What follows belongs to an exercise in optimizing a design on an open flow for small area, a short achievable clock period and few clock cycles per item; a production flow would make more cautious choices.
Function was checked by simulation only, so behaviour that the tests miss may differ from the original.

== the reference run ==
Design scrypt_pbkdf2, start of the top module:
module scrypt_pbkdf2 (
    input  wire          clk,
    input  wire          rst,         
    input  wire          in_valid,
    output wire          in_ready,
    input  wire          in_mode,     
    input  wire [639:0]  in_hdr,
    input  wire [1023:0] in_b,
    output wire          out_valid,
    input  wire          out_ready,
    output wire [1023:0] out_data
);
    localparam [1:0] S_IDLE = 2'd0, S_RUN = 2'd1, S_DONE = 2'd2;
    localparam [255:0] H0 = {32'h6a09e667, 32'hbb67ae85, 32'h3c6ef372, 32'ha54ff53a,
                             32'h510e527f, 32'h9b05688c, 32'h1f83d9ab, 32'h5be0cd19};
    localparam [1:0] C_H0 = 2'd0, C_X = 2'd1, C_O0 = 2'd2;
    localparam [2:0] D_X = 3'd0, D_O0 = 3'd1, D_O1 = 3'd2, D_O2 = 3'd3, D_O3 = 3'd4;
    localparam [3:0] M_P0 = 4'd0, M_P1K = 4'd1, M_P1C = 4'd2, M_KIP = 4'd3, M_KOP = 4'd4,
                     M_INR = 4'd5, M_S0 = 4'd6, M_S1 = 4'd7, M_S2 = 4'd8;
    reg  [1:0]    state;
    reg  [5:0]    u;
  ...
Size: about 2700 I/O pins.
Settings: LEC_CHECK=0, CAP_MARGIN=20, CORE_AREA=5 5 995 995, DIE_AREA=0 0 1000 1000, PLACE_DENSITY=0.5, SLEW_MARGIN=20; clock period 24.0 ns.
run.sh (not shown) runs the stock make flow with config.mk's settings and CLKGATE_MAP_FILE= SYNTH_SCRIPT=/design/flow/synth_recipe.tcl, a recipe that flattens the netlist after the stock synthesis.
The layout from the reference run, despite a flow that completed every stage, fails the layout checks, with the failing checks listed as antenna violations, max-capacitance violations, max-slew violations.
Testbench counts of the reference run, summed over its fixed seeds: cycles 45,832, items 128.
#### Input delta (the trial run over the reference run)
==> flow/flow/run.sh (new file) <==
#!/bin/bash
# The standard layout (the standard.sh: standard synthesis, floorplan,
# placement, CTS, routing) with two changes to how it is made:
#  - the resizer's timing repair aims at a setup slack margin, so that it
#    sizes and buffers the critical paths for a shorter achieved period;
#  - every input and output port still gets its buffer, but a plain buf_1
#    instead of the delay-buffer cell buffer_ports picks by default.
# The clock period and the constraints are the design's own (constraint.sdc
# is used unchanged). make's full output goes to run_make.log, each step's to
# orfs/logs/.
set -euo pipefail
bash standard.sh SETUP_SLACK_MARGIN=15 'BUFFER_PORTS_ARGS=-buffer_cell sky130_fd_sc_hd__buf_1' finish > run_make.log 2>&1
==> flow/standard.sh (new file) <==
#!/bin/bash
# synth_recipe.tcl (not shown) runs the flow's synth.tcl, then flattens the netlist and writes it again
# the make line also repeats each setting of config.mk as NAME=value (left out here)
make -C /OpenROAD-flow-scripts/flow DESIGN_CONFIG=/design/flow/config.mk WORK_HOME=/design/flow/orfs CLKGATE_MAP_FILE= SYNTH_SCRIPT=/design/flow/synth_recipe.tcl "${@:-finish}"
removed: flow/run.sh
Notes after the runs:
Utilization after layout | the trial run below the reference run
From the reference run to the trial run the numbers moved as follows: post-route standard cell area excluding fillers decreased by 7.5% relative to the old numbers.
The trial run | stages: all done | timing, DRC, antenna: all pass


fjord:
Another version of the RTL of scrypt_pbkdf2 (not shown whole).
Design scrypt_pbkdf2, start of the top module:
module scrypt_pbkdf2 (
    input  wire          clk,
    input  wire          rst,         
    input  wire          in_valid,
    output wire          in_ready,
    input  wire          in_mode,     
    input  wire [639:0]  in_hdr,
    input  wire [1023:0] in_b,
    output wire          out_valid,
    input  wire          out_ready,
    output wire [1023:0] out_data
);
==> flow/config.mk <==
export PLATFORM = sky130hd
export DESIGN_NAME = scrypt_pbkdf2
export DESIGN_NICKNAME = scrypt_pbkdf2
export VERILOG_FILES = /design/flow/design.v
export SDC_FILE = /design/flow/constraint.sdc
export NUM_CORES = 4
export LEC_CHECK = 0
export CAP_MARGIN = 35
export CORE_AREA = 5 5 995 995
export DIE_AREA = 0 0 1000 1000
export PLACE_DENSITY = 0.4
export SLEW_MARGIN = 35
export SYNTH_HIERARCHICAL = 1
export SYNTH_MINIMUM_KEEP_SIZE = 0
==> flow/constraint.sdc <==
create_clock -name core_clock -period 24.0 [get_ports {clk}]
set_input_delay 4.8000 -clock core_clock [delete_from_list [all_inputs] [get_ports {clk}]]
set_output_delay 4.8000 -clock core_clock [all_outputs]
set_load 0.01 [all_outputs]
standard.sh (not shown) runs the stock make flow with config.mk's settings and CLKGATE_MAP_FILE= SYNTH_SCRIPT=/design/flow/synth_recipe.tcl, a recipe that flattens the netlist after the stock synthesis.
==> flow/flow/run.sh <==
#!/bin/bash
# The standard layout (the standard.sh: standard synthesis, floorplan,
# placement, CTS, routing) with three changes to how it is made:
#  - the resizer's timing repair aims at a setup slack margin, so that it
#    sizes and buffers the critical paths for a shorter achieved period;
#  - every input and output port still gets its buffer, but a plain buf_1
#    instead of the delay-buffer cell buffer_ports picks by default;
#  - after global placement, move_bufs.tcl pulls input port buffers that
#    landed far from their pins back towards them (antenna safety of the
#    undriven pin nets).
# The clock period and the constraints are the design's own (constraint.sdc
# is used unchanged). make's full output goes to run_make.log, each step's to
# orfs/logs/.
set -euo pipefail
bash standard.sh SETUP_SLACK_MARGIN=16 \
  'BUFFER_PORTS_ARGS=-buffer_cell sky130_fd_sc_hd__buf_1' \
  "POST_GLOBAL_PLACE_TCL=$(pwd)/flow/move_bufs.tcl" \
  finish > run_make.log 2>&1
Other scripts of this flow, unchanged in this note and not shown: flow/flow/move_bufs.tcl
fjord was carried through to the last stage, and its layout satisfied the timing, DRC and antenna checks.
Testbench counts of fjord, summed over its fixed seeds: cycles 45,832, items 128.
Relative to fjord, the following input files were edited for raven:
- PLACE_DENSITY now 0.5, was 0.4
-- flow/flow/run.sh --
<<< fjord, line 13
# orfs/logs/.
set -euo pipefail
bash standard.sh SETUP_SLACK_MARGIN=16 \
  'BUFFER_PORTS_ARGS=-buffer_cell sky130_fd_sc_hd__buf_1' \
  "POST_GLOBAL_PLACE_TCL=$(pwd)/flow/move_bufs.tcl" \
>>> raven, line 13
# orfs/logs/.
set -euo pipefail
bash standard.sh SETUP_SLACK_MARGIN=15 \
  'BUFFER_PORTS_ARGS=-buffer_cell sky130_fd_sc_hd__buf_1' \
  "POST_GLOBAL_PLACE_TCL=$(pwd)/flow/move_bufs.tcl" \
Findings:
raven closes out successfully: all stages finished, all timing, DRC and antenna checks passed.
Diff fjord -> raven: final cell utilization of the core lost 0.34 points; count of plain and timing-repair buffers lost about 6%; global-route track usage on met1 neither gained nor lost much.

==> afterwards: timing with drivers on the ports <==
How much do the figures lean on ideal ports? The routed layouts below were timed once more, with nothing changed but the port constraints. Step 1 assumes that a clkbuf_16 drives the clock port and a buf_2 every other input. Step 2 also shifts input and output timing later by t, the mid clock arrival at the registers, as if the neighbouring blocks saw the same clock. Slacks: no drivers / after step 1 / after step 2; pairs: no drivers / after step 1.
| run | t (ns) | setup WS [ns] | worst setup path after step 2 | latest minus earliest clock arrival (ns) | slew at the worst register clock pin (ns) |
|---|---|---|---|---|---|
| the reference run | 1.089 | 12.165 / 12.165 / 12.165 | register to register | 0.105 / 0.106 | 0.08 / 0.08 |
| the trial run | 1.077 | 14.349 / 14.349 / 14.139 | input to register | 0.191 / 0.191 | 0.09 / 0.09 |
| fjord | 1.079 | 15.791 / 15.791 / 15.651 | input to register | 0.167 / 0.168 | 0.09 / 0.09 |
| raven | 1.086 | 14.982 / 14.982 / 14.982 | register to register | 0.126 / 0.126 | 0.08 / 0.08 |
The setup slack of the trial run, which loses most, moves by 0.000 ns with the drivers and by -0.210 ns with both steps.
